From an optimization exercise on the open Yosys and OpenROAD flow, aimed at small area, a short achievable clock period and few clock cycles per item; shortcuts taken in it are not production practice. RTL that was checked went through simulation tests only; none was proved equivalent to the original. No functional check of the RTL was part of runs 4 to 6. Power is estimated from default activity; no workload was simulated.

File: config.mk
export PLATFORM = sky130hd
export DESIGN_NAME = spi_i2c_ctrl
export DESIGN_NICKNAME = spi_i2c_ctrl
export VERILOG_FILES = /design/flow/design.v
export SDC_FILE = /design/flow/constraint.sdc
export NUM_CORES = 4
export LEC_CHECK = 0
export CAP_MARGIN = 20
export CORE_MARGIN = 2
export CORE_UTILIZATION = 40
export CTS_BUF_LIST = sky130_fd_sc_hd__clkbuf_8
export SETUP_SLACK_MARGIN = 4.2
export SLEW_MARGIN = 20
File: constraint.sdc
create_clock -name core_clock -period 8.0 [get_ports {clk}]
set_input_delay 1.6000 -clock core_clock [delete_from_list [all_inputs] [get_ports {clk}]]
set_output_delay 1.6000 -clock core_clock [all_outputs]
set_load 0.01 [all_outputs]
File: design.v
module spi_i2c_ctrl #(
    parameter [23:0] CORE_CLOCK_HZ = 24'd16000000    
) (
    input             clk,
    input             rst,
    input             cmd_valid,
    input      [31:0] cmd,
    output            cmd_ready,
    output reg        rsp_valid,
    output      [7:0] result_code,
    output reg  [7:0] result_value,
    output     [15:0] ci,
    output            faulted,
    output      [1:0] fault_cause,
    output     [31:0] fault_cmd,
    output            wait_spi,
    output            wait_twi,
    output            wait_settle,
    output reg        cs_drive,
    output reg        cs_level,
    output reg        evt_pindir,
    output reg  [7:0] spcr,
    output      [7:0] spsr,
    output reg  [7:0] spdr_tx,
    output reg  [7:0] spdr_rx,
    output      [7:0] twcr,
    output      [7:0] twsr,
    output reg  [7:0] twbr,
    output      [7:0] twar,
    output reg  [7:0] twdr,
    output reg        spi_pending,
    output      [1:0] twi_pending,
    input             spi_step,
    input       [7:0] spi_step_byte,
    input             twi_step,
    input       [4:0] twi_step_status,
    input       [7:0] twi_step_byte,
    input             twi_settle,
    input       [4:0] twi_settle_status
);
    localparam [7:0] OP_SPI_VALIDATE  = 8'h01;
    localparam [7:0] OP_SPI_LOOKUP    = 8'h02;
    localparam [7:0] OP_SPI_CONFIGURE = 8'h03;
    localparam [7:0] OP_SPI_SELECT    = 8'h04;
    localparam [7:0] OP_SPI_DESELECT  = 8'h05;
    localparam [7:0] OP_SPI_TRANSFER  = 8'h06;
    localparam [7:0] OP_SPI_SEND      = 8'h07;
    localparam [7:0] OP_I2C_INIT      = 8'h10;
    localparam [7:0] OP_I2C_OWNADDR   = 8'h11;
    localparam [7:0] OP_I2C_START     = 8'h12;
    localparam [7:0] OP_I2C_ADDRESS   = 8'h13;
    localparam [7:0] OP_I2C_SEND      = 8'h14;
    localparam [7:0] OP_I2C_READACK   = 8'h15;
    localparam [7:0] OP_I2C_READNACK  = 8'h16;
    localparam [7:0] OP_I2C_STOP      = 8'h17;
    localparam [7:0] OP_I2C_STATUS    = 8'h18;
    localparam [2:0] E_OK         = 3'd0;
    localparam [2:0] E_INV_MODE   = 3'd1;
    localparam [2:0] E_SPEED      = 3'd2;
    localparam [2:0] E_NULL_CFG   = 3'd3;
    localparam [2:0] E_BAD_ADDR   = 3'd4;
    localparam [2:0] E_BAD_DIR    = 3'd5;
    localparam [2:0] E_BAD_RATE   = 3'd6;
    localparam [2:0] E_BAD_CS     = 3'd7;
    localparam [2:0] BUS_IDLE  = 3'd0;
    localparam [2:0] BUS_START = 3'd1;
    localparam [2:0] BUS_ADDRW = 3'd2;
    localparam [2:0] BUS_ADDRR = 3'd3;
    localparam [2:0] BUS_DATA  = 3'd4;
    localparam [2:0] BUS_STOPP = 3'd5;
    localparam [1:0] TP_NONE  = 2'd0;
    localparam [1:0] TP_START = 2'd1;
    localparam [1:0] TP_BYTE  = 2'd2;
    localparam [23:0] HZ_MIN = 24'd30304;
    localparam [23:0] HZ_MAX = 24'd1000000;
    localparam [19:0] REM0   = 20'd15625;
    reg         idle;        
    reg         w_spi;       
    reg         w_twi;       
    reg         w_set;       
    reg         div;         
    reg  [1:0]  fcause;      
    reg  [31:0] cmd_r;       
    reg  [2:0]  bus;
    reg  [2:0]  rcode;
    reg         spif, wcol, spi2x;
    reg         twint, twea, twsto, twwc, twen;
    reg  [4:0]  tws;
    reg  [6:0]  twar_r;
    reg  [19:0] rem;         
    reg  [8:0]  quo;         
    wire flt = fcause[1] | fcause[0];
    reg  [15:0] ci_r;
    assign ci = ci_r + {15'd0, rsp_valid};
    assign cmd_ready   = idle;
    assign faulted     = flt;
    assign fault_cause = fcause;
    assign fault_cmd   = cmd_r & {32{flt}};
    assign wait_spi    = w_spi;
    assign wait_twi    = w_twi;
    assign wait_settle = w_set;
    assign result_code = {5'b00000, rcode};
    assign spsr        = {spif, wcol, 5'b00000, spi2x};
    assign twcr        = {twint, twea, twsta, twsto, twwc, twen, 1'b0, 1'b0};
    assign twi_pending = w_twi ? ((cmd_r[2:0] == 3'd2) ? TP_START : TP_BYTE) : TP_NONE;
    wire   twsta       = (bus == BUS_START);
    assign twsr        = {tws, 3'b000};         
    assign twar        = {twar_r, 1'b0};
    wire [7:0]  op   = cmd[7:0];
    wire [7:0]  fa   = cmd[15:8];
    wire [7:0]  fb   = cmd[23:16];
    wire [23:0] hz   = cmd[31:8];
    reg  [23:0] op_mask;
    reg         op_known;
    always @(*) begin
        op_known = 1'b1;
        case (op)
            OP_SPI_VALIDATE:  op_mask = 24'hFDFF00;
            OP_SPI_LOOKUP:    op_mask = 24'hFFFCFC;
            OP_SPI_CONFIGURE: op_mask = 24'hE00000;
            OP_SPI_SELECT,
            OP_SPI_DESELECT,
            OP_SPI_TRANSFER,
            OP_SPI_SEND,
            OP_I2C_SEND:      op_mask = 24'hFFFF00;
            OP_I2C_INIT:      op_mask = 24'h000000;
            OP_I2C_OWNADDR:   op_mask = 24'hFFFF80;
            OP_I2C_ADDRESS:   op_mask = 24'hFF0000;
            OP_I2C_START,
            OP_I2C_READACK,
            OP_I2C_READNACK,
            OP_I2C_STOP,
            OP_I2C_STATUS:    op_mask = 24'hFFFFFF;
            default: begin
                op_mask  = 24'hFFFFFF;
                op_known = 1'b0;
            end
        endcase
    end
    wire legal = op_known && ((cmd[31:8] & op_mask) == 24'd0);
    wire div_ok = cmd[25] ? (fa == 8'd2 || fa == 8'd8 || fa == 8'd32 || fa == 8'd64)
                          : (fa == 8'd4 || fa == 8'd16 || fa == 8'd64 || fa == 8'd128);
    wire [1:0] div_class = (fa == 8'd2 || fa == 8'd4)  ? 2'd0 :
                           (fa == 8'd8 || fa == 8'd16) ? 2'd1 :
                           (fa == 8'd32)               ? 2'd2 : 2'd3;
    wire [7:0] cfg_pattern = {cmd[27], 1'b1, cmd[26], cmd[24], fb[1:0], div_class};
    wire hz_ok    = (hz >= HZ_MIN) && (hz <= HZ_MAX);
    wire addr_bad = (fa == 8'd0) || fa[7];
    wire dir_bad  = (fb[7:1] != 7'd0);
    wire       stopp   = (bus == BUS_STOPP);
    wire       hold_set = stopp & twsto;         
    wire [2:0] bus_eff = stopp ? BUS_IDLE : bus;
    reg seq_ok;
    always @(*) begin
        case (op)
            OP_I2C_START:    seq_ok = (bus_eff == BUS_IDLE) || (bus_eff == BUS_DATA);
            OP_I2C_ADDRESS:  seq_ok = (bus_eff == BUS_START);
            OP_I2C_SEND:     seq_ok = (bus_eff == BUS_ADDRW) || (bus_eff == BUS_DATA);
            OP_I2C_READACK,
            OP_I2C_READNACK: seq_ok = (bus_eff == BUS_ADDRR) || (bus_eff == BUS_DATA);
            default:         seq_ok = (bus_eff == BUS_START) || (bus_eff == BUS_ADDRW) ||
                                      (bus_eff == BUS_ADDRR) || (bus_eff == BUS_DATA);
        endcase
    end
    wire r_start = (cmd_r[2:0] == 3'd2);
    wire r_read  = (cmd_r[2:0] == 3'd5) || (cmd_r[2:0] == 3'd6);
    wire [20:0] dv_t    = {rem, 1'b0};
    wire [21:0] dv_diff = {1'b0, dv_t} - {2'b00, cmd_r[27:8]};
    wire        dv_ge   = ~dv_diff[21];
    wire [19:0] dv_rem  = dv_ge ? dv_diff[19:0] : dv_t[19:0];
    wire        dv_last = quo[8];
    wire [8:0]  dv_q    = {quo[7:0], dv_ge};
    wire [7:0]  br_val  = dv_q[7:0] - 8'd8;
    reg        fin;           
    reg  [2:0] fin_code;
    reg  [7:0] fin_val;
    reg        f_ill, f_seq;   
    reg        go_spi, go_twi, go_set, go_div, div_start;
    reg        body;          
    reg  [2:0] body_op;       
    reg        wr_cfg, wr_cs, wr_twar, wr_spdr, spi_rd, init_done, bus_idle;
    always @(*) begin
        fin = 1'b0; fin_code = E_OK; fin_val = 8'h00;
        f_ill = 1'b0; f_seq = 1'b0;
        go_spi = 1'b0; go_twi = 1'b0; go_set = 1'b0; go_div = 1'b0; div_start = 1'b0;
        body = 1'b0; body_op = op[2:0];
        wr_cfg = 1'b0; wr_cs = 1'b0; wr_twar = 1'b0; wr_spdr = 1'b0; spi_rd = 1'b0;
        init_done = 1'b0; bus_idle = 1'b0;
        if (idle) begin
            if (cmd_valid) begin
                if (!legal) begin
                    f_ill = 1'b1;
                end else begin
                    case (op)
                        OP_SPI_VALIDATE: begin
                            fin = 1'b1;
                            if (!div_ok) fin_code = E_SPEED;
                        end
                        OP_SPI_LOOKUP: begin
                            fin = 1'b1;
                            fin_val = {4'b0000, fb[1:0], fa[1:0]};
                        end
                        OP_SPI_CONFIGURE: begin
                            fin = 1'b1;
                            if (!cmd[28])
                                fin_code = E_NULL_CFG;
                            else if (!div_ok)
                                fin_code = E_SPEED;
                            else if (fb > 8'd3)
                                fin_code = E_INV_MODE;
                            else begin
                                wr_cfg  = 1'b1;
                                fin_val = cfg_pattern;
                            end
                        end
                        OP_SPI_SELECT, OP_SPI_DESELECT: begin
                            fin = 1'b1;
                            if (fa != 8'd0) fin_code = E_BAD_CS;
                            else            wr_cs = 1'b1;
                        end
                        OP_SPI_TRANSFER, OP_SPI_SEND: begin
                            wr_spdr = 1'b1;
                            if (spif) begin
                                spi_rd = 1'b1;
                                fin = 1'b1;
                                if (!op[0]) fin_val = spdr_rx;
                            end else begin
                                go_spi = 1'b1;
                            end
                        end
                        OP_I2C_INIT: begin
                            if (!hz_ok) begin
                                fin = 1'b1;
                                fin_code = E_BAD_RATE;
                            end else if (!stopp && bus != BUS_IDLE) begin
                                f_seq = 1'b1;
                            end else begin
                                go_div = 1'b1;
                                go_set = hold_set;
                                bus_idle = ~hold_set;
                            end
                        end
                        OP_I2C_OWNADDR: begin
                            fin = 1'b1;
                            wr_twar = 1'b1;
                        end
                        OP_I2C_STATUS: begin
                            fin = 1'b1;
                            fin_val = {tws, 3'b000};
                        end
                        default: begin
                            if (op == OP_I2C_ADDRESS && addr_bad) begin
                                fin = 1'b1;
                                fin_code = E_BAD_ADDR;
                            end else if (op == OP_I2C_ADDRESS && dir_bad) begin
                                fin = 1'b1;
                                fin_code = E_BAD_DIR;
                            end else if (hold_set) begin
                                go_set = 1'b1;
                            end else if (!seq_ok) begin
                                f_seq = 1'b1;
                                bus_idle = stopp;
                            end else begin
                                body = 1'b1;
                                if (op == OP_I2C_STOP) fin = 1'b1;
                                else                   go_twi = 1'b1;
                            end
                        end
                    endcase
                end
            end
        end else if (div) begin
            if (w_set && twi_settle)
                bus_idle = 1'b1;
            if (dv_last) begin
                if (!w_set || twi_settle) begin
                    fin = 1'b1;
                    fin_val = br_val;
                    init_done = 1'b1;
                end else begin
                    go_div = 1'b1;
                    go_set = 1'b1;
                    div_start = 1'b1;
                end
            end else begin
                go_div = 1'b1;
                go_set = w_set && !twi_settle;
            end
        end else if (w_set) begin
            if (twi_settle) begin
                bus_idle = 1'b1;
                if (r_start) begin
                    body = 1'b1;
                    body_op = 3'd2;
                    go_twi = 1'b1;
                end else begin
                    f_seq = 1'b1;
                end
            end else begin
                go_set = 1'b1;
            end
        end else if (w_spi) begin
            if (spi_step) begin
                spi_rd = 1'b1;
                fin = 1'b1;
                if (!cmd_r[0]) fin_val = spi_step_byte;
            end else begin
                go_spi = 1'b1;
            end
        end else if (w_twi) begin
            if (twi_step) begin
                fin = 1'b1;
                if (r_read) fin_val = twi_step_byte;
                else        fin_val = {twi_step_status, 3'b000};
            end else begin
                go_twi = 1'b1;
            end
        end
    end
    always @(posedge clk) begin
        if (idle)
            cmd_r <= cmd;
        rem <= (idle | div_start) ? REM0 : dv_rem;
        quo <= (idle | div_start) ? 9'd1 : dv_q;
    end
    always @(posedge clk) begin
        if (rst) begin
            idle         <= 1'b1;
            w_spi        <= 1'b0;
            w_twi        <= 1'b0;
            w_set        <= 1'b0;
            div          <= 1'b0;
            fcause       <= 2'd0;
            bus          <= BUS_IDLE;
            rsp_valid    <= 1'b0;
            rcode        <= 3'd0;
            result_value <= 8'd0;
            ci_r         <= 16'd0;
            cs_drive     <= 1'b0;
            cs_level     <= 1'b0;
            evt_pindir   <= 1'b0;
            spcr         <= 8'h00;
            spif         <= 1'b0;
            wcol         <= 1'b0;
            spi2x        <= 1'b0;
            spdr_tx      <= 8'h00;
            spdr_rx      <= 8'h00;
            spi_pending  <= 1'b0;
            twint        <= 1'b0;
            twea         <= 1'b0;
            twsto        <= 1'b0;
            twwc         <= 1'b0;
            twen         <= 1'b0;
            tws          <= 5'b11111;
            twbr         <= 8'h00;
            twar_r       <= 7'h7F;
            twdr         <= 8'hFF;
        end else begin
            idle  <= (idle & ~cmd_valid) | fin;
            w_spi <= go_spi;
            w_twi <= go_twi;
            w_set <= go_set;
            div   <= go_div;
            if (f_ill) fcause[0] <= 1'b1;
            if (f_seq) fcause[1] <= 1'b1;
            rsp_valid  <= fin;
            ci_r       <= ci;
            evt_pindir <= wr_cfg & cmd[24];
            if (fin) begin
                rcode        <= fin_code;
                result_value <= fin_val;
            end
            if (spi_step) begin
                spdr_rx     <= spi_step_byte;
                spif        <= 1'b1;
                spi_pending <= 1'b0;
            end
            if (twi_step) begin
                tws <= twi_step_status;
                if (twi_pending == TP_BYTE)
                    twdr <= twi_step_byte;
                twint       <= 1'b1;
            end
            if (twi_settle) begin
                twsto <= 1'b0;
                tws   <= twi_settle_status;
            end
            if (wr_cfg) begin
                spcr  <= cfg_pattern;
                spi2x <= cmd[25];
            end
            if (wr_cs) begin
                cs_drive <= 1'b1;
                cs_level <= op[0];
            end
            if (wr_spdr) begin
                spdr_tx <= fa;
                if (spi_pending)
                    wcol <= 1'b1;
                else if (spcr[6])
                    spi_pending <= 1'b1;
            end
            if (spi_rd) begin
                spif <= 1'b0;
                wcol <= 1'b0;
            end
            if (wr_twar)
                twar_r <= fa[6:0];
            if (bus_idle)
                bus <= BUS_IDLE;
            if (init_done) begin
                twbr  <= br_val;
                twea  <= 1'b0;
                twsto <= 1'b0;
                twen  <= 1'b1;
            end
            if (body) begin
                twint <= 1'b0;
                twen  <= 1'b1;
                twea  <= (body_op == 3'd5);
                twsto <= (body_op == 3'd7);
                if (body_op == 3'd3 || body_op == 3'd4) begin
                    if (twint) begin
                        twdr <= (body_op == 3'd3) ? {fa[6:0], fb[0]} : fa;
                        twwc <= 1'b0;
                    end else begin
                        twwc <= 1'b1;
                    end
                end
                case (body_op)
                    3'd2:    bus <= BUS_START;
                    3'd3:    bus <= fb[0] ? BUS_ADDRR : BUS_ADDRW;
                    3'd7:    bus <= BUS_STOPP;
                    default: bus <= BUS_DATA;
                endcase
            end
        end
    end
endmodule
File: flow/run.sh
#!/bin/bash
set -euo pipefail
export BUFFER_PORTS_ARGS="-buffer_cell sky130_fd_sc_hd__buf_1"
bash standard.sh > standard.log 2>&1
File: standard.sh
#!/bin/bash
# synth_recipe.tcl (not shown) runs the flow's synth.tcl, then flattens the netlist and writes it again
# the make line also repeats each setting of config.mk as NAME=value (left out here)
make -C /OpenROAD-flow-scripts/flow DESIGN_CONFIG=/design/flow/config.mk WORK_HOME=/design/flow/orfs CLKGATE_MAP_FILE= SYNTH_SCRIPT=/design/flow/synth_recipe.tcl "${@:-finish}"
==> impl_metrics.py, run 1 <==
metrics = {
    "cts": {
        "insertion_delay_ns": 0.47,
        "numCtsBuffers": 17,
        "clkTransAtPathRegs_ns": 0.09,
        "htree_levels": 4,
        "root_buffer": "clkbuf_8",
        "cts.path.max_buffers": 2,
        "clock-sinks": 163,
        "holdBufCountCts": 0,
        "cts_tree": "built",
    },
    "synth": {
        "synthMuxAreaShare": 0.0548,
        "synth-xor-area-share": 0.0361,
        "synthSimpleGateAreaFrac": 0.228,
        "synth_seq_cells": 163,
        "synth_edf_count": 32,
        "syn_area_sq_mm": 0.00896,
        "yosys_most_used_dff": "dfxtp_1",
        "synthCells": 1012,
        "synth_top_family_by_area": "simple AND/OR/NAND/NOR gates",
        "avgSynthCellArea_sq_um": 8.86,
        "synth_compound_area_frac": 0.169,
        "ys_types": 89,
        "async_flop_share": 0,
        "synth_fa_ha_area_frac": 0.0385,
        "seq_area_frac_synth": 0.400,
        "yosys_warnings": 1,
    },
    "place": {
        "gp_congestion": 0.920,
        "placed_cells": 1434,
        "io_buffers": 197,
        "place_hpwl_mm": 20.5,
    },
    "sta": {
        "final-max-slew-violation-count": 0,
        "setup_viol": 0,
        "worst_pin_slew_ns": 0.995,
        "fin_crit_ns": 3.73,
        "finalHoldViolations": 0,
        "fin_crit_sh": 0.467,
        "clock.fmax_mhz": 268,
        "finClkSkew_ns": 0.0121,
        "fin_tns_setup_ns": 0,
        "slew_headroom": 0.330,
        "rsz0062_at_grt": "yes",
    },
    "final_layout": {
        "final_common_cell": "buf_1",
        "final_cell_mix": "buf_1 (182), dfxtp_1 (130), nor2_1 (98), nand2_1 (89), a21oi_1 (73)",
        "fin_cells": 1482,
        "finish.net_count": 1280,
        "final_layout_size_suffix_gt1_frac": 0.0998,
        "area_growth_pct": 15.5,
        "n_antenna_cell": 0,
    },
    "critical_path": {
        "crit_buf_inv": 3,
        "arrival_ns": 4.09,
        "critPathRequiredTime_ns": 8.36,
        "worstPathCellList": "buf_4 > inv_8 > ha_4 > a211o_2 > o32ai_2 > o21ai_2 > a211oi_4 > buf_4 > and3b_2 > and3_4 > nor2b_1 > a211o_1",
        "critPathKind": "in2reg",
        "setup.worst_path.end_class": "flip-flop",
        "reg2reg_from": "cmd_r[14]$_DFFE_PP_",
        "rrSetupSlack_ns": 4.92,
        "r2r_cells": 8,
        "slowest_delay_ns": 0.32,
        "worst_path_most_repeated_cell": "buf_4",
        "start_kind": "input port",
        "cpLargestDelayFamily": "compound AO/OA/AOI/OAI gates",
        "timing.rr.end": "rem[3]$_SDFF_PP1_",
        "cp_max_fo": 14,
        "cp_slowest_cell": "and3_4",
    },
    "power": {
        "peakVddDrop_mv": 0.110,
        "p_per_area_mw_per_mm2": 168,
        "p_leak_nw": 3.90,
    },
    "flow_run": {
        "drv_cap": 0,
    },
    "detailed_routing": {
        "drt-pass1-iter-count": 5,
        "drc": 0,
        "first_iter_violations": 608,
        "wire_per_inst_microns": 18.5,
        "vias": 8059,
        "wl_mm": 27.5,
        "via_per_inst": 5.44,
        "ant_nets": 0,
    },
    "min_path": {
        "min_path_type": "reg2reg",
        "whs_path_depth": 1,
        "hold_end": "quo[8]$_SDFF_PP0_",
        "min_from": "quo[7]$_SDFF_PP0_",
    },
    "global_routing": {
        "antenna_found_initial": 0,
        "grtUsageTotal": 0.226,
        "gr-total-overflow": 0,
        "grt_pass1_wl_mm": 42.0,
        "grt_max_degree": 81,
        "first_global_vias": 7495,
    },
    "floorplanning": {
        "num_io_pins": 214,
        "die_h_microns": 154,
        "core-area_sq_mm": 0.0219,
        "core.rowCount": 54,
        "initial_core_util": 0.410,
        "die-area_sq_mm": 0.0236,
        "die_x_microns": 154,
    },
    "run_status": {
        "run_status": "complete, no violations",
    },
}
## worst max-delay path by stage
stage,startpoint,to,slack (ns),cells past startpoint
2_1_floorplan,cmd[0],twdr[0]$_SDFF_PP1_,3.80,12
3_3_place_gp,cmd[0],twdr[3]$_SDFF_PP1_,2.87,9
3_5_place_dp,cmd[0],twdr[6]$_SDFF_PP1_,2.71,9
4_1_cts,cmd[1],twdr[3]$_SDFF_PP1_,4.20,12
5_1_grt,cmd[0],spi2x$_SDFFE_PP0P_,4.18,13
6_report,cmd[0],twar_r[2]$_SDFFE_PP1P_,4.27,12
## synth_stat cells (6+ instances only)
cell       instances  share of area
ha_1              26          0.036
o21ai_0           40          0.022
nor2_1           101          0.042
and3_1            14         0.0098
o21a_1            10         0.0084
nor2b_1           42          0.029
clkbuf_1          31          0.013
dfxtp_1          131           0.29
or2_1              8         0.0056
edfxtp_1          32           0.11
nand4_1            7         0.0049
nand2b_1          19          0.013
buf_2              6         0.0033
mux2i_1           48          0.054
a21o_1             7         0.0059
o211ai_1          17          0.014
xor2_1            22          0.021
and2_1            10         0.0070
nand2_1           89          0.037
buf_4             25          0.021
nand3_1           25          0.014
nor3_1            19          0.011
o2bb2ai_1         10         0.0098
a211oi_1           8         0.0067
clkbuf_8          10          0.015
inv_1             42          0.018
a21oi_1           73          0.041
xnor2_1           15          0.015
or3_1              8         0.0056
a211o_1            9         0.0088
a31oi_1            7         0.0049
## timing repair
action                                  CTS  global route
pin swaps                                 4            10
endpoints found under the setup margin   64            53
buffers inserted                          2            13
gates cloned                              0             1
resized for setup                        24            25
endpoints found under the hold margin     0             0
## logic make-up after synthesis
logic type / after synthesis
simple gates: 389
compound gates: 228
flops: 163
buf+inv: 118
mux: 49
xor+xnor: 37
fa+ha+maj: 27
other cells: 1
## worst register-to-register path, stage by stage, from the launching register on
cell,delay [ns]
edfxtp_1,0.36
inv_1,0.10
ha_1,0.31
a2111o_1,0.45
o211ai_1,0.26
a21oi_1,0.15
o211ai_1,0.31
and2_1,0.76
o311ai_0,0.23
## flip-flops by register name (all words and copies together) (netlist names), 5 cells and up
register	cells
cmd_r	32
rem	20
ci_r	16
quo	9
result_value	8
spcr	8
spdr_rx	8
spdr_tx	8
twbr	8
twdr	8
twar_r	7
tws	5
## through the flow
step | cell area (sq um) | setup slack (ns) | total power, mW | utilization | hold slack, ns
detailed placement | 9720 | 2.71 | 1.18 | 0.444 | 0.416
floorplan | 9130 | 3.80 | 1.10 | - | 0.406
global route | 10400 | 4.18 | 1.82 | 0.473 | 0.468
finish | 10400 | 4.27 | 1.74 | 0.473 | 0.438
CTS | 10200 | 4.20 | 1.75 | 0.465 | 0.443
global placement | 9720 | 2.87 | 1.18 | 0.444 | 0.410
## where the power goes
group	internal [mW]	switching [mW]	total (mW)
clock network	0.236	0.341	0.577
registers	0.866	0.0236	0.889
logic	0.0998	0.177	0.277
## final cells by class
cell class / count / area [sq um]
Clock buffer: 19 / 262
Clock inverter: 13 / 97.6
Fill cell: 2257 / 11500
Inverter: 43 / 171
Multi-Input combinational cell: 747 / 4940
Sequential cell: 163 / 3580
Tap cell: 280 / 350
Timing Repair Buffer: 217 / 953
## per-layer routing
layer	part of all wire	up-vias	global-route usage	wire [microns]
met3	0.085	47	0.0569	2330
met4	0.026	0	0.0703	712
met1	0.44	3787	0.303	12200
met5	0	-	0	0
li1	-	3895	-	-
met2	0.44	330	0.358	12200
Testbench counts, summed over its fixed seeds: cycles 8,192, commands 3,200.
==> run 2, diff against run 1 <==
--- a/config.mk
+++ b/config.mk
@@ -9,5 +9,5 @@
 export CORE_MARGIN = 2
 export CORE_UTILIZATION = 40
 export CTS_BUF_LIST = sky130_fd_sc_hd__clkbuf_8
-export SETUP_SLACK_MARGIN = 4.2
+export SETUP_SLACK_MARGIN = 4.3
 export SLEW_MARGIN = 20
==> impl_metrics.py, run 2 <==
metrics = {
    "run_status": {
        "run_status": "complete, no violations",
    },
    "critical_path": {
        "crit_buf_inv": 1,
        "critPathKind": "in2reg",
        "arrival_ns": 4.04,
        "start_kind": "input port",
        "cp_slowest_cell": "or4_4",
        "setup.worst_path.end_class": "flip-flop",
        "slowest_delay_ns": 0.59,
        "worstPathCellList": "buf_4 > or4_4 > or3_1 > a31oi_2 > or2_2 > a21o_1 > a21oi_1 > o31ai_1 > a22o_1",
        "cpLargestDelayFamily": "simple AND/OR/NAND/NOR gates",
        "critPathRequiredTime_ns": 8.40,
        "cp_max_fo": 13,
    },
    "final_layout": {
        "largest_register": "cmd_r",
        "final_common_cell": "buf_1",
        "finish.net_count": 1281,
        "final_cell_mix": "buf_1 (179), dfxtp_1 (130), nor2_1 (98), nand2_1 (89), a21oi_1 (71)",
        "final_layout_size_suffix_gt1_frac": 0.110,
        "largest_register_ffs": 32,
        "top_regs": "cmd_r (32), rem (20), ci_r (16)",
        "area_growth_pct": 16.6,
        "n_antenna_cell": 0,
    },
    "cts": {
        "numCtsBuffers": 17,
        "holdBufCountCts": 0,
        "insertion_delay_ns": 0.46,
        "cts.path.max_buffers": 2,
        "root_buffer": "clkbuf_8",
        "clock-sinks": 163,
        "clkTransAtPathRegs_ns": 0.09,
        "cts_tree": "built",
        "htree_levels": 4,
    },
    "global_routing": {
        "grtUsageTotal": 0.231,
        "grt_pass1_wl_mm": 42.9,
        "first_global_vias": 7595,
        "antenna_found_initial": 1,
        "grt_max_degree": 92,
        "gr-total-overflow": 0,
    },
    "flow_run": {
        "drv_cap": 0,
    },
    "synth": {
        "yosysMostFrequentCell": "dfxtp_1",
        "synth_edf_count": 32,
        "synth_seq_cells": 163,
        "synth_top_area_cell": "dfxtp_1",
        "async_flop_share": 0,
        "synth_top_area_frac": 0.293,
        "yosys_most_used_dff": "dfxtp_1",
        "ys_types": 89,
        "synthCells": 1012,
        "seq_area_frac_synth": 0.400,
        "ys_top_cells_by_area": "dfxtp_1 (29%), edfxtp_1 (11%), mux2i_1 (5.4%)",
        "synth_commonest_cells": "dfxtp_1 (131), nor2_1 (101), nand2_1 (89)",
        "syn_area_sq_mm": 0.00896,
        "yosys_warnings": 1,
        "avgSynthCellArea_sq_um": 8.86,
    },
    "floorplanning": {
        "die-area_sq_mm": 0.0236,
        "initial_core_util": 0.410,
        "num_io_pins": 214,
        "die_h_microns": 154,
        "core.rowCount": 54,
        "die_x_microns": 154,
        "core-area_sq_mm": 0.0219,
    },
    "sta": {
        "setup_viol": 0,
        "worst_pin_slew_ns": 0.935,
        "finalHoldViolations": 0,
        "hold_ws_ns": 0.441,
        "fin_tns_setup_ns": 0,
        "final-max-slew-violation-count": 0,
        "clock.fmax_mhz": 275,
        "finClkSkew_ns": 0.0127,
        "slew_headroom": 0.375,
        "rsz0062_at_grt": "no",
        "fin_crit_ns": 3.64,
        "fin_crit_sh": 0.455,
    },
    "place": {
        "io_buffers": 197,
        "gp_congestion": 0.918,
        "place_hpwl_mm": 20.7,
    },
    "detailed_routing": {
        "wire_per_inst_microns": 18.9,
        "via_per_inst": 5.48,
        "drt-pass1-iter-count": 5,
        "wl_mm": 28.0,
        "ant_nets": 0,
        "vias": 8121,
        "drc": 0,
        "first_iter_violations": 550,
    },
    "power": {
        "p_per_area_mw_per_mm2": 170,
        "p_leak_nw": 3.93,
        "peakVddDrop_mv": 0.0966,
    },
    "min_path": {
        "min_path_type": "reg2reg",
    },
}
==> run 2: cell types whose count changed in the layout (fill, tap and decap cells not counted), moves of 2 or more <==
cell / delta
buf_6: +2
a21oi_1: -2
ha_2: +2
a21oi_2: +2
a31oi_2: +2
a31oi_1: -2
buf_1: -3
ha_1: -2
inv_4: -2
nor4_2: -2
inv_6: +4
==> run 2: worst register-to-register path: stages (launching register included) <==
cell	delay, ns
edfxtp_1	0.33
inv_1	0.06
ha_1	0.37
a2111o_1	0.45
o211ai_1	0.24
a21oi_1	0.15
o211ai_1	0.32
and2_1	0.78
o311ai_0	0.27
==> run 2: area by class of cell <==
cell class | count | area [sq um]
clock buffer | 19 | 262
tap | 280 | 350
timing repair buffer | 218 | 987
sequential | 163 | 3580
clock inverter | 13 | 120
multi-input combinational | 747 | 4970
inverter | 43 | 178
fill | 2193 | 11400
==> run 2: routing by layer <==
| metal | global-route usage | vias up | routed length [microns] |
|---|---|---|---|
| met1 | 0.308 | 3843 | 12400 |
| met3 | 0.0536 | 41 | 2090 |
| met5 | 0 | - | 13 |
| li1 | - | 3898 | - |
| met2 | 0.373 | 337 | 12800 |
| met4 | 0.0708 | 2 | 701 |
==> run 2: path summary, 6_finish.rpt <==
path | cells past startpoint | slack [ns] | start | to
min reg2reg | 1 | 0.44 | quo[7]$_SDFF_PP0_ | quo[8]$_SDFF_PP0_
max reg2reg | 8 | 4.85 | cmd_r[14]$_DFFE_PP_ | rem[3]$_SDFF_PP1_
min | 1 | 0.44 | quo[7]$_SDFF_PP0_ | quo[8]$_SDFF_PP0_
max | 9 | 4.36 | cmd[11] | bus[2]$_SDFFE_PP0P_
==> run 2: logic make-up after synthesis <==
logic type      synth area share
simple gates               0.228
compound gates             0.169
flops                      0.400
buf+inv                   0.0736
mux                       0.0548
xor+xnor                  0.0361
fa+ha+maj                 0.0385
other cells             0.000418
==> run 2: repair_timing <==
action | in CTS | in global routing
setup endpoints to repair | 67 | 58
resized for setup | 32 | 36
pin swaps | 8 | 16
gates cloned | 1 | 0
setup buffers | 12 | 2
==> run 2: metrics by stage <==
step	total power [mW]	setup WS, ns	utilization	instance area (sq um)	std cells
global placement	1.18	2.93	0.444	9730	1436
floorplan	1.10	3.80	-	9130	1027
finish	1.77	4.36	0.478	10500	1483
detailed placement	1.18	2.85	0.444	9730	1436
global route	1.85	4.28	0.478	10500	1483
CTS	1.78	4.25	0.471	10300	1481
==> run 2: where the power goes <==
part	switching [mW]	internal [mW]	total, mW
combinational	0.185	0.103	0.288
clock	0.333	0.268	0.601
sequential	0.0183	0.866	0.884
==> run 3, diff against run 2 <==
--- a/config.mk
+++ b/config.mk
@@ -7,7 +7,8 @@
 export LEC_CHECK = 0
 export CAP_MARGIN = 20
 export CORE_MARGIN = 2
-export CORE_UTILIZATION = 40
+export CORE_UTILIZATION = 55
 export CTS_BUF_LIST = sky130_fd_sc_hd__clkbuf_8
+export PLACE_DENSITY = 0.7
 export SETUP_SLACK_MARGIN = 4.3
 export SLEW_MARGIN = 20
==> impl_metrics.py, run 3 <==
metrics = {
    "floorplanning": {
        "core.rowCount": 46,
        "die_x_microns": 132,
        "die-area_sq_mm": 0.0173,
        "initial_core_util": 0.564,
        "core-area_sq_mm": 0.0159,
        "die_h_microns": 132,
        "num_io_pins": 214,
    },
    "place": {
        "gp_congestion": 0.954,
        "place_hpwl_mm": 18.7,
        "io_buffers": 197,
    },
    "synth": {
        "synth_edf_count": 32,
        "ys_types": 89,
        "seq_area_frac_synth": 0.400,
        "synth_top_area_frac": 0.293,
        "yosysMostFrequentCell": "dfxtp_1",
        "yosys_most_used_dff": "dfxtp_1",
        "synth_commonest_cells": "dfxtp_1 (131), nor2_1 (101), nand2_1 (89)",
        "synth_seq_cells": 163,
        "ys_top_cells_by_area": "dfxtp_1 (29%), edfxtp_1 (11%), mux2i_1 (5.4%)",
        "synth_top_area_cell": "dfxtp_1",
        "avgSynthCellArea_sq_um": 8.86,
        "yosys_warnings": 1,
        "syn_area_sq_mm": 0.00896,
        "synthCells": 1012,
        "async_flop_share": 0,
    },
    "sta": {
        "setup_viol": 0,
        "fin_tns_setup_ns": 0,
        "clock.fmax_mhz": 270,
        "worst_pin_slew_ns": 1.03,
        "fin_crit_sh": 0.462,
        "slew_headroom": 0.315,
        "final-max-slew-violation-count": 0,
        "fin_crit_ns": 3.70,
        "finalHoldViolations": 0,
        "rsz0062_at_grt": "yes",
        "finClkSkew_ns": 0.0119,
    },
    "critical_path": {
        "setup.worst_path.end_class": "flip-flop",
        "critPathKind": "in2reg",
        "cp_max_fo": 7,
        "start_kind": "input port",
        "critPathRequiredTime_ns": 8.36,
        "arrival_ns": 4.06,
    },
    "final_layout": {
        "largest_register_ffs": 32,
        "n_antenna_cell": 0,
        "utilization": 0.656,
        "final_layout_size_suffix_gt1_frac": 0.105,
        "top_regs": "cmd_r (32), rem (20), ci_r (16)",
        "largest_register": "cmd_r",
        "final_common_cell": "buf_1",
        "fill_cells": 1420,
        "final_cell_mix": "buf_1 (181), dfxtp_1 (130), nor2_1 (98), nand2_1 (89), a21oi_1 (73)",
        "finish.net_count": 1283,
        "area_growth_pct": 16.3,
    },
    "detailed_routing": {
        "via_per_inst": 5.75,
        "wire_per_inst_microns": 18.3,
        "drt-pass1-iter-count": 5,
        "first_iter_violations": 533,
        "ant_nets": 0,
        "vias": 8166,
        "wl_mm": 26.0,
        "drc": 0,
    },
    "cts": {
        "holdBufCountCts": 0,
        "htree_levels": 4,
        "clock-sinks": 163,
        "insertion_delay_ns": 0.46,
        "clkTransAtPathRegs_ns": 0.08,
        "numCtsBuffers": 17,
        "cts_tree": "built",
        "cts.path.max_buffers": 2,
        "root_buffer": "clkbuf_8",
    },
    "power": {
        "p_switching_uw": 503,
        "p_leak_nw": 3.97,
        "p_sw_frac": 0.284,
        "p_per_area_mw_per_mm2": 170,
        "p_int_mw": 1.27,
        "peakVddDrop_mv": 0.108,
        "p_clk_frac": 0.339,
        "power_frac_comb": 0.159,
        "seqPwrFrac": 0.502,
    },
    "flow_run": {
        "drv_cap": 0,
    },
    "global_routing": {
        "gr-total-overflow": 0,
        "grtUsageTotal": 0.289,
        "antenna_found_initial": 0,
        "first_global_vias": 7688,
        "grt_pass1_wl_mm": 40.1,
        "grt_max_degree": 81,
    },
    "min_path": {
        "min_path_type": "reg2reg",
    },
    "run_status": {
        "run_status": "complete, no violations",
    },
}
## run 3: what timing repair did
item	in CTS	in global routing
pin swaps	7	10
setup buffers	10	6
resized for setup	31	39
hold endpoints to repair	0	0
cloned	1	1
endpoints found under the setup margin	64	62
## run 3: per-layer routing
layer	global-route usage	vias up	share of wire
met5	0	-	0
met4	0.104	0	0.028
met3	0.0656	55	0.071
met2	0.478	338	0.47
met1	0.371	3884	0.43
li1	-	3889	-
## run 3: power by group through the flow
stage / Sequential (mW) / Combinational [mW] / Clock [mW]
floorplan: 0.901 / 0.201 / 0
global placement: 0.906 / 0.265 / 0
detailed placement: 0.907 / 0.267 / 0
CTS: 0.888 / 0.273 / 0.609
global route: 0.892 / 0.311 / 0.634
finish: 0.888 / 0.282 / 0.600
## run 3: critical path, stage by stage
cell and delay (ns):
buf_1 0.18, nor4_4 0.48, and3_4 0.31, o21ai_2 0.09
a211oi_4 0.31, buf_4 0.16, and3b_2 0.32, a31oi_4 0.13
and2b_2 0.26, a32o_1 0.20
## run 3: worst paths after layout
check / start / slack [ns] / endpoint / cells after the start
worst max-delay path: cmd[5] / 4.30 / rcode[2]$_SDFFE_PP0P_ / 10
worst min-delay path: quo[7]$_SDFF_PP0_ / 0.44 / quo[8]$_SDFF_PP0_ / 1
worst max register to register: cmd_r[14]$_DFFE_PP_ / 4.87 / rem[3]$_SDFF_PP1_ / 8
worst min register to register: quo[7]$_SDFF_PP0_ / 0.44 / quo[8]$_SDFF_PP0_ / 1
## run 3: final cells by class
| type | instances | area, sq um | share of cell area |
|---|---|---|---|
| Multi-Input combinational cell | 748 | 5020 | 0.482 |
| Sequential cell | 163 | 3580 | 0.344 |
| Timing Repair Buffer | 219 | 983 | 0.0944 |
| Clock buffer | 20 | 275 | 0.0264 |
| Tap cell | 216 | 270 | 0.0259 |
| Inverter | 43 | 171 | 0.0164 |
| Clock inverter | 12 | 114 | 0.0109 |
## run 3: cells by family (layout without fill, tap and decap cells)
kind of cell	Yosys count	after routing	share of synthesized area
other	1	16	0.000418
AO/OA/AOI/OAI	228	228	0.169
multiplexers	49	49	0.0548
flip-flops	163	163	0.400
buffers and inverters	118	294	0.0736
AND/OR/NAND/NOR	389	391	0.228
XOR/XNOR	37	37	0.0361
adder cells (fa/ha/maj)	27	27	0.0385
## run 3: stage by stage
step           area (sq um)  setup WS (ns)  cells  total power, mW  hold slack, ns
6_report              10400           4.30   1421             1.77           0.438
5_1_grt               10400           4.21   1421             1.84           0.460
4_1_cts               10200           4.30   1414             1.77           0.441
3_5_place_dp           9650           2.84   1371             1.17           0.422
3_3_place_gp           9650           2.94   1371             1.17           0.411
2_1_floorplan          9130           3.80   1027             1.10           0.406
==> run 4, diff against run 3 <==
--- a/design.v
+++ b/design.v
@@ -18,7 +18,7 @@
     output            wait_settle,
     output reg        cs_drive,
     output reg        cs_level,
-    output reg        evt_pindir,
+    output            evt_pindir,
     output reg  [7:0] spcr,
     output      [7:0] spsr,
     output reg  [7:0] spdr_tx,
@@ -104,6 +104,7 @@
     assign twcr        = {twint, twea, twsta, twsto, twwc, twen, 1'b0, 1'b0};
     assign twi_pending = w_twi ? ((cmd_r[2:0] == 3'd2) ? TP_START : TP_BYTE) : TP_NONE;
     wire   twsta       = (bus == BUS_START);
+    assign evt_pindir  = rsp_valid & (cmd_r[7:0] == OP_SPI_CONFIGURE) & cmd_r[24] & (rcode == E_OK);
     assign twsr        = {tws, 3'b000};         
     assign twar        = {twar_r, 1'b0};
     wire [7:0]  op   = cmd[7:0];
@@ -338,7 +339,6 @@
             ci_r         <= 16'd0;
             cs_drive     <= 1'b0;
             cs_level     <= 1'b0;
-            evt_pindir   <= 1'b0;
             spcr         <= 8'h00;
             spif         <= 1'b0;
             wcol         <= 1'b0;
@@ -365,7 +365,6 @@
             if (f_seq) fcause[1] <= 1'b1;
             rsp_valid  <= fin;
             ci_r       <= ci;
-            evt_pindir <= wr_cfg & cmd[24];
             if (fin) begin
                 rcode        <= fin_code;
                 result_value <= fin_val;
--- a/config.mk
+++ b/config.mk
@@ -7,8 +7,7 @@
 export LEC_CHECK = 0
 export CAP_MARGIN = 20
 export CORE_MARGIN = 2
-export CORE_UTILIZATION = 55
+export CORE_UTILIZATION = 40
 export CTS_BUF_LIST = sky130_fd_sc_hd__clkbuf_8
-export PLACE_DENSITY = 0.7
-export SETUP_SLACK_MARGIN = 4.3
+export SETUP_SLACK_MARGIN = 4.2
 export SLEW_MARGIN = 20
==> impl_metrics.py, run 4 <==
metrics = {
    "detailed_routing": {
        "via_per_inst": 5.49,
        "vias": 8060,
        "drt-pass1-iter-count": 5,
        "ant_nets": 0,
        "first_iter_violations": 622,
        "drc": 0,
        "wl_mm": 28.6,
        "wire_per_inst_microns": 19.5,
    },
    "critical_path": {
        "critPathKind": "in2reg",
        "timing.rr.end": "rem[3]$_SDFF_PP1_",
        "slowest_delay_ns": 0.56,
        "path_depth": 12,
        "worst_path_most_repeated_cell": "buf_4",
        "cp_slowest_cell": "or4_4",
        "arrival_ns": 4.19,
        "r2r_cells": 10,
        "start_kind": "input port",
        "critPathRequiredTime_ns": 8.39,
        "setup.worst_path.start": "cmd[20]",
        "worstPathCellList": "buf_6 > or4_4 > or3_4 > buf_4 > nor4_4 > o21bai_4 > a31oi_4 > a21boi_4 > a211oi_4 > buf_4 > nand2_1 > a21oi_1",
        "crit_end": "result_value[3]$_SDFFE_PP0P_",
        "setup.worst_path.end_class": "flip-flop",
        "cpLargestDelayFamily": "simple AND/OR/NAND/NOR gates",
        "rrSetupSlack_ns": 4.52,
        "reg2reg_from": "cmd_r[9]$_DFFE_PP_",
        "crit_buf_inv": 3,
        "cp_max_fo": 6,
    },
    "place": {
        "placed_cell_area_sq_mm": 0.00968,
        "io_buffers": 197,
        "place_hpwl_mm": 20.8,
        "placed_cells": 1417,
        "gp_congestion": 0.948,
        "pre_cts_ws_ns": 2.91,
    },
    "global_routing": {
        "grt_max_degree": 101,
        "first_global_vias": 7625,
        "grt_pass1_wl_mm": 43.5,
        "antenna_found_initial": 0,
        "gr-total-overflow": 0,
        "grtUsageTotal": 0.239,
    },
    "min_path": {
        "min_from": "cs_drive$_SDFFE_PP0P_",
        "min_path_type": "reg2reg",
    },
    "synth": {
        "synth_edf_count": 32,
        "async_flop_share": 0,
        "synthCells": 994,
        "ys_types": 75,
        "yosysMostFrequentCell": "dfxtp_1",
        "syn_area_sq_mm": 0.00884,
        "synth_seq_cells": 162,
        "ys_top_cells_by_area": "dfxtp_1 (29%), edfxtp_1 (11%), mux2i_1 (7.8%)",
        "yosys_most_used_dff": "dfxtp_1",
        "synth_commonest_cells": "dfxtp_1 (130), nor2_1 (118), mux2i_1 (69)",
        "avgSynthCellArea_sq_um": 8.89,
        "seq_area_frac_synth": 0.403,
        "synth_top_area_frac": 0.294,
        "synth_top_area_cell": "dfxtp_1",
        "yosys_warnings": 1,
    },
    "sta": {
        "fin_crit_ns": 3.79,
        "clock.fmax_mhz": 264,
        "final-max-slew-violation-count": 0,
        "fin_crit_sh": 0.474,
        "setup_viol": 0,
        "finalHoldViolations": 0,
        "worst_pin_slew_ns": 1.09,
        "hold_ws_ns": 0.464,
        "rsz0062_at_grt": "yes",
        "fin_tns_setup_ns": 0,
        "slew_headroom": 0.265,
        "setup_slack_ns": 4.21,
        "finClkSkew_ns": 0.0166,
    },
    "cts": {
        "cts.path.max_buffers": 2,
        "clock-sinks": 162,
        "htree_levels": 4,
        "insertion_delay_ns": 0.47,
        "numCtsBuffers": 17,
        "root_buffer": "clkbuf_8",
        "clkTransAtPathRegs_ns": 0.10,
        "cts_tree": "built",
    },
    "run_status": {
        "run_status": "complete, no violations",
    },
    "final_layout": {
        "finish.net_count": 1267,
        "area_growth_pct": 18.7,
        "final_common_cell": "buf_1",
        "stdcell_area_sq_mm": 0.0105,
        "final_cell_mix": "buf_1 (182), dfxtp_1 (127), nor2_1 (113), mux2i_1 (69), a21oi_1 (59)",
        "utilization": 0.482,
        "largest_register": "cmd_r",
        "fin_cells": 1469,
        "n_antenna_cell": 0,
        "largest_register_ffs": 32,
        "final_layout_size_suffix_gt1_frac": 0.116,
        "top_regs": "cmd_r (32), rem (20), ci_r (16)",
    },
    "power": {
        "power_mw": 1.89,
        "peakVddDrop_mv": 0.0966,
        "p_leak_nw": 3.96,
        "p_per_area_mw_per_mm2": 180,
    },
    "floorplanning": {
        "num_io_pins": 214,
        "initial_core_util": 0.406,
        "core-area_sq_mm": 0.0218,
        "die_x_microns": 153,
        "die_h_microns": 153,
        "die-area_sq_mm": 0.0233,
        "core.rowCount": 54,
    },
    "flow_run": {
        "drv_cap": 0,
    },
}
-- run 4: changes by cell type in the layout (fill, tap and decap cells not counted), moves of 14 or more --
| cell | previous run | this run |
|---|---|---|
| a21oi_1 | 73 | 59 |
| mux2i_1 | 48 | 69 |
| nand2_1 | 89 | 57 |
| nor2_1 | 98 | 113 |
| o211ai_1 | 17 | 3 |
-- run 4: what timing repair did --
item	in CTS	in global routing
resized for setup	26	49
pin swaps	5	10
hold buffers	0	0
setup buffers	11	7
gates cloned	2	0
setup endpoints to repair	66	77
-- run 4: tightest hold or removal path, stage by stage, from the launching register on --
cell and delay (ns):
dfxtp_1 0.33, inv_1 0.05, a21oi_1 0.05
-- run 4: kinds of logic (layout without fill, tap and decap cells) --
| family | Yosys count | in the layout | synth area share |
|---|---|---|---|
| xor+xnor | 35 | 35 | 0.0347 |
| flops | 162 | 162 | 0.403 |
| mux | 76 | 76 | 0.0871 |
| simple gates | 378 | 380 | 0.225 |
| other cells | 1 | 16 | 0.000424 |
| fa+ha+maj | 27 | 27 | 0.0391 |
| compound gates | 201 | 201 | 0.149 |
| buf+inv | 114 | 292 | 0.0620 |
-- run 4: where the power goes --
part           switching (mW)  leakage, nW  total (mW)  internal, mW
clock network           0.352        0.209       0.639         0.287
registers              0.0246         1.38       0.892         0.868
logic                   0.222         2.37       0.360         0.138
total                   0.599         3.96        1.89          1.29
-- run 4: layer usage --
metal  track usage  up-vias  wire length, microns
met3        0.0759       43                  2770
met5             0        -                     0
met2         0.359      374                 12300
met4        0.0904        0                   843
li1              -     3856                     -
met1         0.322     3787                 12700
-- run 4: area by class of cell --
class,count,area (sq um)
inverters,39,146
clock buffers,17,234
repair buffers,221,992
clock inverters,15,168
well taps,280,350
fillers,2165,11300
flip-flops and latches,162,3570
multi-input cells,735,5030
-- run 4: how the worst min path moves through the flow --
stage                                  endpoint  slack [ns]  depth (start not counted)
after global routing          quo[4]$_SDFF_PP0_        0.49                          2
after CTS                 cs_drive$_SDFFE_PP0P_        0.47                          2
final                     cs_drive$_SDFFE_PP0P_        0.46                          2
after detailed placement  cs_drive$_SDFFE_PP0P_        0.45                          2
after global placement    cs_drive$_SDFFE_PP0P_        0.43                          2
after floorplan               quo[8]$_SDFF_PP0_        0.41                          1
==> run 5, diff against run 4 <==
--- a/config.mk
+++ b/config.mk
@@ -9,5 +9,5 @@
 export CORE_MARGIN = 2
 export CORE_UTILIZATION = 40
 export CTS_BUF_LIST = sky130_fd_sc_hd__clkbuf_8
-export SETUP_SLACK_MARGIN = 4.2
+export SETUP_SLACK_MARGIN = 4.4
 export SLEW_MARGIN = 20
==> impl_metrics.py, run 5 <==
metrics = {
    "run_status": {
        "run_status": "complete, no violations",
    },
    "synth": {
        "ys_top_cells_by_area": "dfxtp_1 (29%), edfxtp_1 (11%), mux2i_1 (7.8%)",
        "async_flop_share": 0,
        "synth_commonest_cells": "dfxtp_1 (130), nor2_1 (118), mux2i_1 (69)",
        "yosys_most_used_dff": "dfxtp_1",
        "yosys_warnings": 1,
        "syn_area_sq_mm": 0.00884,
        "yosysMostFrequentCell": "dfxtp_1",
        "synth_top_area_cell": "dfxtp_1",
        "synthCells": 994,
        "ys_types": 75,
        "avgSynthCellArea_sq_um": 8.89,
        "seq_area_frac_synth": 0.403,
        "synth_top_area_frac": 0.294,
        "synth_edf_count": 32,
        "synth_seq_cells": 162,
    },
    "detailed_routing": {
        "wire_per_inst_microns": 19.8,
        "ant_nets": 0,
        "drc": 0,
        "drt-pass1-iter-count": 5,
        "via_per_inst": 5.54,
        "vias": 8281,
        "wl_mm": 29.6,
        "first_iter_violations": 646,
    },
    "final_layout": {
        "final_cell_mix": "buf_1 (175), dfxtp_1 (125), nor2_1 (111), mux2i_1 (68), a21oi_1 (56)",
        "fin_cells": 1496,
        "fill_cells": 2121,
        "largest_register_ffs": 32,
        "final_layout_size_suffix_gt1_frac": 0.164,
        "top_regs": "cmd_r (32), rem (20), ci_r (16)",
        "finish.net_count": 1294,
        "area_growth_pct": 24.7,
        "n_antenna_cell": 0,
        "largest_register": "cmd_r",
        "final_common_cell": "buf_1",
    },
    "floorplanning": {
        "die_x_microns": 153,
        "core.rowCount": 54,
        "initial_core_util": 0.406,
        "num_io_pins": 214,
        "die_h_microns": 153,
        "core-area_sq_mm": 0.0218,
        "die-area_sq_mm": 0.0233,
    },
    "critical_path": {
        "cp_max_fo": 4,
        "critPathRequiredTime_ns": 8.32,
        "critPathKind": "in2reg",
        "arrival_ns": 4.07,
        "start_kind": "input port",
        "setup.worst_path.end_class": "flip-flop",
    },
    "cts": {
        "root_buffer": "clkbuf_8",
        "clkTransAtPathRegs_ns": 0.10,
        "cts.path.max_buffers": 2,
        "clock-sinks": 162,
        "numCtsBuffers": 17,
        "insertion_delay_ns": 0.47,
        "cts_tree": "built",
        "htree_levels": 4,
    },
    "global_routing": {
        "first_global_vias": 7810,
        "grtUsageTotal": 0.244,
        "grt_max_degree": 93,
        "gr-total-overflow": 0,
        "grt_pass1_wl_mm": 44.9,
        "antenna_found_initial": 0,
    },
    "sta": {
        "finalHoldViolations": 0,
        "fin_tns_setup_ns": 0,
        "fin_crit_sh": 0.468,
        "clock.fmax_mhz": 267,
        "worst_pin_slew_ns": 1.09,
        "fin_crit_ns": 3.75,
        "setup_slack_ns": 4.25,
        "rsz0062_at_grt": "yes",
        "finClkSkew_ns": 0.0151,
        "final-max-slew-violation-count": 0,
        "slew_headroom": 0.266,
        "setup_viol": 0,
    },
    "power": {
        "seqPwrFrac": 0.455,
        "power_frac_comb": 0.188,
        "p_switching_uw": 600,
        "peakVddDrop_mv": 0.107,
        "p_leak_nw": 4.23,
        "p_int_mw": 1.36,
        "power_mw": 1.96,
        "p_per_area_mw_per_mm2": 178,
        "p_sw_frac": 0.306,
        "p_clk_frac": 0.357,
    },
    "min_path": {
        "min_path_type": "reg2reg",
    },
    "place": {
        "place_hpwl_mm": 21.0,
        "pre_cts_ws_ns": 3.03,
        "placed_cells": 1416,
        "io_buffers": 197,
        "gp_congestion": 0.964,
    },
    "flow_run": {
        "drv_cap": 0,
    },
}
-- run 5: cell families after synthesis --
| kind of cell | share of synthesized area |
|---|---|
| compound gates | 0.149 |
| xor+xnor | 0.0347 |
| fa+ha+maj | 0.0391 |
| buf+inv | 0.0620 |
| flops | 0.403 |
| mux | 0.0871 |
| other cells | 0.000424 |
| simple gates | 0.225 |
-- run 5: power groups by stage --
stage / logic (mW) / clock network, mW / registers, mW
final: 0.368 / 0.700 / 0.892
after global routing: 0.404 / 0.742 / 0.896
after CTS: 0.359 / 0.708 / 0.892
after detailed placement: 0.348 / 0 / 0.911
after global placement: 0.346 / 0 / 0.910
after floorplan: 0.256 / 0 / 0.906
-- run 5: path summary, 6_finish.rpt --
check | from | end | slack (ns) | cells past startpoint
min | quo[7]$_SDFF_PP0_ | quo[8]$_SDFF_PP0_ | 0.44 | 1
min reg2reg | quo[7]$_SDFF_PP0_ | quo[8]$_SDFF_PP0_ | 0.44 | 1
max reg2reg | cmd_r[9]$_DFFE_PP_ | rem[3]$_SDFF_PP1_ | 4.62 | 11
max | cmd[21] | result_value[2]$_SDFFE_PP0P_ | 4.25 | 11
-- run 5: timing repair --
item                       4_1_cts  5_1_grt
resized for setup               75       57
cloned                           4        0
hold buffers                     0        0
buffers inserted                25       19
setup endpoints to repair       91       83
pin swaps                       20       26
-- run 5: per-stage QoR --
step	util	hold slack, ns	cell area [sq um]
2_1_floorplan	-	0.406	8950
6_report	0.507	0.438	11000
3_3_place_gp	0.445	0.414	9670
3_5_place_dp	0.445	0.428	9680
5_1_grt	0.507	0.470	11000
4_1_cts	0.490	0.447	10700
-- run 5: layer usage --
layer	wire length [microns]	GRT usage	up-vias
met5	0	0	-
met1	13200	0.339	3914
met3	2780	0.0654	58
met4	852	0.0802	0
met2	12800	0.367	414
li1	-	-	3895
-- run 5: cell type report --
type	instances	area (sq um)	area share
Multi-Input combinational cell	736	5230	0.474
Sequential cell	162	3570	0.324
Timing Repair Buffer	247	1270	0.115
Tap cell	280	350	0.0318
Clock buffer	17	234	0.0212
Clock inverter	15	218	0.0198
Inverter	39	149	0.0135
-- run 5: worst max-delay path: stages --
cell and delay (ns):
buf_8 0.10, or4_4 0.53, or3_4 0.38, a22oi_2 0.16, o2111a_1 0.21, and4_4 0.30, a21boi_4 0.22, a211oi_4 0.11
buf_12 0.16, a221oi_2 0.24, nor2_1 0.06
==> run 6, diff against run 5 <==
--- a/design.v
+++ b/design.v
@@ -18,7 +18,7 @@
     output            wait_settle,
     output reg        cs_drive,
     output reg        cs_level,
-    output            evt_pindir,
+    output reg        evt_pindir,
     output reg  [7:0] spcr,
     output      [7:0] spsr,
     output reg  [7:0] spdr_tx,
@@ -95,7 +95,7 @@
     assign cmd_ready   = idle;
     assign faulted     = flt;
     assign fault_cause = fcause;
-    assign fault_cmd   = cmd_r & {32{flt}};
+    assign fault_cmd   = cmd_r;
     assign wait_spi    = w_spi;
     assign wait_twi    = w_twi;
     assign wait_settle = w_set;
@@ -104,7 +104,6 @@
     assign twcr        = {twint, twea, twsta, twsto, twwc, twen, 1'b0, 1'b0};
     assign twi_pending = w_twi ? ((cmd_r[2:0] == 3'd2) ? TP_START : TP_BYTE) : TP_NONE;
     wire   twsta       = (bus == BUS_START);
-    assign evt_pindir  = rsp_valid & (cmd_r[7:0] == OP_SPI_CONFIGURE) & cmd_r[24] & (rcode == E_OK);
     assign twsr        = {tws, 3'b000};         
     assign twar        = {twar_r, 1'b0};
     wire [7:0]  op   = cmd[7:0];
@@ -319,14 +318,13 @@
         end
     end
     always @(posedge clk) begin
-        if (idle)
-            cmd_r <= cmd;
         rem <= (idle | div_start) ? REM0 : dv_rem;
         quo <= (idle | div_start) ? 9'd1 : dv_q;
     end
     always @(posedge clk) begin
         if (rst) begin
             idle         <= 1'b1;
+            cmd_r        <= 32'd0;
             w_spi        <= 1'b0;
             w_twi        <= 1'b0;
             w_set        <= 1'b0;
@@ -339,6 +337,7 @@
             ci_r         <= 16'd0;
             cs_drive     <= 1'b0;
             cs_level     <= 1'b0;
+            evt_pindir   <= 1'b0;
             spcr         <= 8'h00;
             spif         <= 1'b0;
             wcol         <= 1'b0;
@@ -356,6 +355,10 @@
             twar_r       <= 7'h7F;
             twdr         <= 8'hFF;
         end else begin
+            if (idle)
+                cmd_r <= cmd & {32{cmd_valid & ~fin}};
+            else if (fin)
+                cmd_r <= 32'd0;
             idle  <= (idle & ~cmd_valid) | fin;
             w_spi <= go_spi;
             w_twi <= go_twi;
@@ -365,6 +368,7 @@
             if (f_seq) fcause[1] <= 1'b1;
             rsp_valid  <= fin;
             ci_r       <= ci;
+            evt_pindir <= wr_cfg & cmd[24];
             if (fin) begin
                 rcode        <= fin_code;
                 result_value <= fin_val;
--- a/config.mk
+++ b/config.mk
@@ -9,5 +9,5 @@
 export CORE_MARGIN = 2
 export CORE_UTILIZATION = 40
 export CTS_BUF_LIST = sky130_fd_sc_hd__clkbuf_8
-export SETUP_SLACK_MARGIN = 4.4
+export SETUP_SLACK_MARGIN = 4.2
 export SLEW_MARGIN = 20
==> impl_metrics.py, run 6 <==
metrics = {
    "run_status": {
        "run_status": "complete, no violations",
    },
    "synth": {
        "async_flop_share": 0,
        "yosys_warnings": 1,
        "ys_types": 75,
        "synth_edf_count": 0,
        "synth_commonest_cells": "dfxtp_1 (163), nor2_1 (91), nand2_1 (65)",
        "synth_seq_cells": 163,
        "yosys_most_used_dff": "dfxtp_1",
        "synth_top_area_cell": "dfxtp_1",
        "yosysMostFrequentCell": "dfxtp_1",
        "avgSynthCellArea_sq_um": 8.63,
        "seq_area_frac_synth": 0.373,
        "synth_top_area_frac": 0.373,
        "synthCells": 1014,
        "syn_area_sq_mm": 0.00875,
        "ys_top_cells_by_area": "dfxtp_1 (37%), mux2i_1 (7.1%), nor2_1 (3.9%)",
    },
    "critical_path": {
        "arrival_ns": 4.29,
        "critPathRequiredTime_ns": 8.35,
        "cp_slowest_cell": "or4b_4",
        "critPathKind": "in2reg",
        "cp_max_fo": 8,
        "setup.worst_path.end_class": "flip-flop",
        "start_kind": "input port",
        "worstPathCellList": "buf_8 > or4_4 > or3_4 > buf_6 > a21oi_4 > o211ai_1 > or4b_4 > nor2_8 > mux2i_1 > or2_1",
        "slowest_delay_ns": 0.64,
        "crit_buf_inv": 2,
        "cpLargestDelayFamily": "simple AND/OR/NAND/NOR gates",
    },
    "final_layout": {
        "largest_register": "cmd_r",
        "finish.net_count": 1284,
        "stdcell_area_sq_mm": 0.0104,
        "largest_register_ffs": 32,
        "top_regs": "cmd_r (32), rem (20), ci_r (16)",
        "final_layout_size_suffix_gt1_frac": 0.111,
        "final_cell_mix": "buf_1 (185), dfxtp_1 (161), nor2_1 (89), nand2_1 (65), mux2i_1 (62)",
        "final_common_cell": "buf_1",
        "fill_cells": 2146,
        "fin_cells": 1486,
        "area_growth_pct": 19.1,
    },
    "place": {
        "io_buffers": 197,
        "place_hpwl_mm": 20.3,
        "placed_cells": 1433,
        "gp_congestion": 0.876,
        "placed_cell_area_sq_mm": 0.00963,
    },
    "power": {
        "p_leak_nw": 3.82,
        "power_mw": 2.27,
        "p_per_area_mw_per_mm2": 218,
        "seqPwrFrac": 0.396,
        "p_sw_frac": 0.359,
        "p_clk_frac": 0.270,
        "power_frac_comb": 0.335,
        "p_switching_uw": 816,
        "p_int_mw": 1.46,
        "peakVddDrop_mv": 0.0992,
    },
    "sta": {
        "slew_headroom": 0.362,
        "worst_pin_slew_ns": 0.956,
        "finClkSkew_ns": 0.0163,
        "fin_crit_sh": 0.492,
        "fin_crit_ns": 3.94,
        "rsz0062_at_grt": "yes",
        "setup_viol": 0,
        "finalHoldViolations": 0,
        "fin_tns_setup_ns": 0,
        "clock.fmax_mhz": 254,
        "final-max-slew-violation-count": 0,
        "hold_ws_ns": 0.457,
    },
    "detailed_routing": {
        "drt-pass1-iter-count": 6,
        "ant_nets": 0,
        "via_per_inst": 5.64,
        "drc": 0,
        "wire_per_inst_microns": 19.0,
        "vias": 8375,
        "first_iter_violations": 665,
        "wl_mm": 28.2,
    },
    "cts": {
        "htree_levels": 4,
        "clock-sinks": 163,
        "holdBufCountCts": 0,
        "numCtsBuffers": 17,
        "insertion_delay_ns": 0.46,
        "cts_tree": "built",
        "clkTransAtPathRegs_ns": 0.09,
        "root_buffer": "clkbuf_8",
        "cts.path.max_buffers": 2,
    },
    "floorplanning": {
        "core.rowCount": 54,
        "die_x_microns": 152,
        "num_io_pins": 214,
        "core-area_sq_mm": 0.0216,
        "die-area_sq_mm": 0.0231,
        "die_h_microns": 152,
        "initial_core_util": 0.405,
    },
    "global_routing": {
        "grtUsageTotal": 0.236,
        "grt_max_degree": 70,
        "grt_pass1_wl_mm": 43.3,
        "gr-total-overflow": 0,
        "first_global_vias": 7736,
        "antenna_found_initial": 2,
    },
    "min_path": {
        "min_path_type": "reg2reg",
    },
    "flow_run": {
        "drv_cap": 0,
    },
}
==> run 6: cell type report <==
cell class,instances,area (sq um),area share
Inverter,49,186,0.0179
Timing Repair Buffer,230,1040,0.100
Tap cell,280,350,0.0336
Antenna cell,1,2.50,0.000240
Clock inverter,12,130,0.0125
Multi-Input combinational cell,732,5180,0.497
Sequential cell,163,3270,0.314
Clock buffer,19,262,0.0251
==> run 6: per-layer routing <==
metal | part of all wire | global-route usage | vias to the layer above
li1 | - | - | 3980
met1 | 0.46 | 0.331 | 3961
met2 | 0.44 | 0.357 | 368
met3 | 0.069 | 0.0511 | 64
met4 | 0.033 | 0.0859 | 2
met5 | 0.00039 | 0 | -
==> run 6: cell families after synthesis <==
group	count (synthesis)	synth area share
and+or+nand+nor	343	0.204
adders and majority gates	27	0.0395
buffers and inverters	136	0.0705
DFF	163	0.373
muxes	67	0.0774
AOI/OAI and AO/OA	243	0.201
xor gates and xnor gates	34	0.0340
other	1	0.000429
==> run 6: final timing paths <==
path,start,to,slack [ns],cells after the start
max,cmd[19],twdr[3]$_SDFF_PP1_,4.06,10
min,quo[7]$_SDFF_PP0_,quo[8]$_SDFF_PP0_,0.46,1
max reg2reg,cmd_r[9]$_SDFFE_PP0P_,result_value[0]$_SDFFE_PP0P_,4.54,10
min reg2reg,quo[7]$_SDFF_PP0_,quo[8]$_SDFF_PP0_,0.46,1
==> run 6: what timing repair did <==
action / 4_1_cts / 5_1_grt
setup buffers: 12 / 7
setup endpoints to repair: 96 / 91
pin swaps: 10 / 17
gates resized for setup: 28 / 34
gates cloned: 0 / 2
==> run 6: per-stage QoR <==
step | util | setup slack (ns)
finish | 0.482 | 4.06
global route | 0.482 | 4.05
CTS | 0.472 | 4.06
detailed placement | 0.445 | 2.94
global placement | 0.445 | 2.91
floorplan | - | 3.88
==> run 6: power groups by stage <==
stage                     sequential, mW  clock [mW]  combinational [mW]
after floorplan                    0.913           0               0.564
after global routing               0.905       0.665               0.848
after detailed placement           0.917           0               0.744
after global placement             0.916           0               0.742
after CTS                          0.898       0.628               0.753
final                              0.898       0.613               0.760
==> run 6: worst reg2reg max path, stage by stage, from the launching register on <==
cell and delay [ns]:
dfxtp_1 0.43, inv_1 0.07, ha_1 0.27, nor2b_1 0.16, o31a_1 0.22, a41oi_1 0.21
o211a_1 0.34, o31ai_1 0.57, o41a_1 0.61, nand2_1 0.22, a221oi_1 0.26

==> port drivers added, routing unchanged <==
In the flow no input, the clock included, has a driving cell. The finished layouts below were timed again as built, in two steps. Step 1: set_driving_cell puts a clkbuf_16 on clk and a buf_2 on each other input, an assumption about the parent block. Step 2 adds t to the input delays and takes it off the output delays; t is the mean of the earliest and latest rising clock arrival at the registers after step 1. Input paths then give back, and output paths get back, about the clock's delay inside the block. Three values: no drivers, after step 1, after step 2; two values: the first two.
run	t (ns)	setup WS [ns]	worst setup path at the end	cell pins on the clock port's net
run 1	0.510	4.266 / 4.286 / 3.777	input to register	1
run 2	0.502	4.362 / 4.359 / 3.882	input to register	1
run 3	0.495	4.301 / 4.323 / 3.828	input to register	1
run 4	0.510	4.206 / 4.217 / 3.708	input to register	1
run 5	0.504	4.252 / 4.248 / 3.743	input to register	1
run 6	0.497	4.061 / 4.063 / 3.566	input to register	1
After both steps every run listed still meets setup and hold. The setup slack of run 5, which loses most, moves by -0.004 ns with the drivers and by -0.509 ns with both steps.
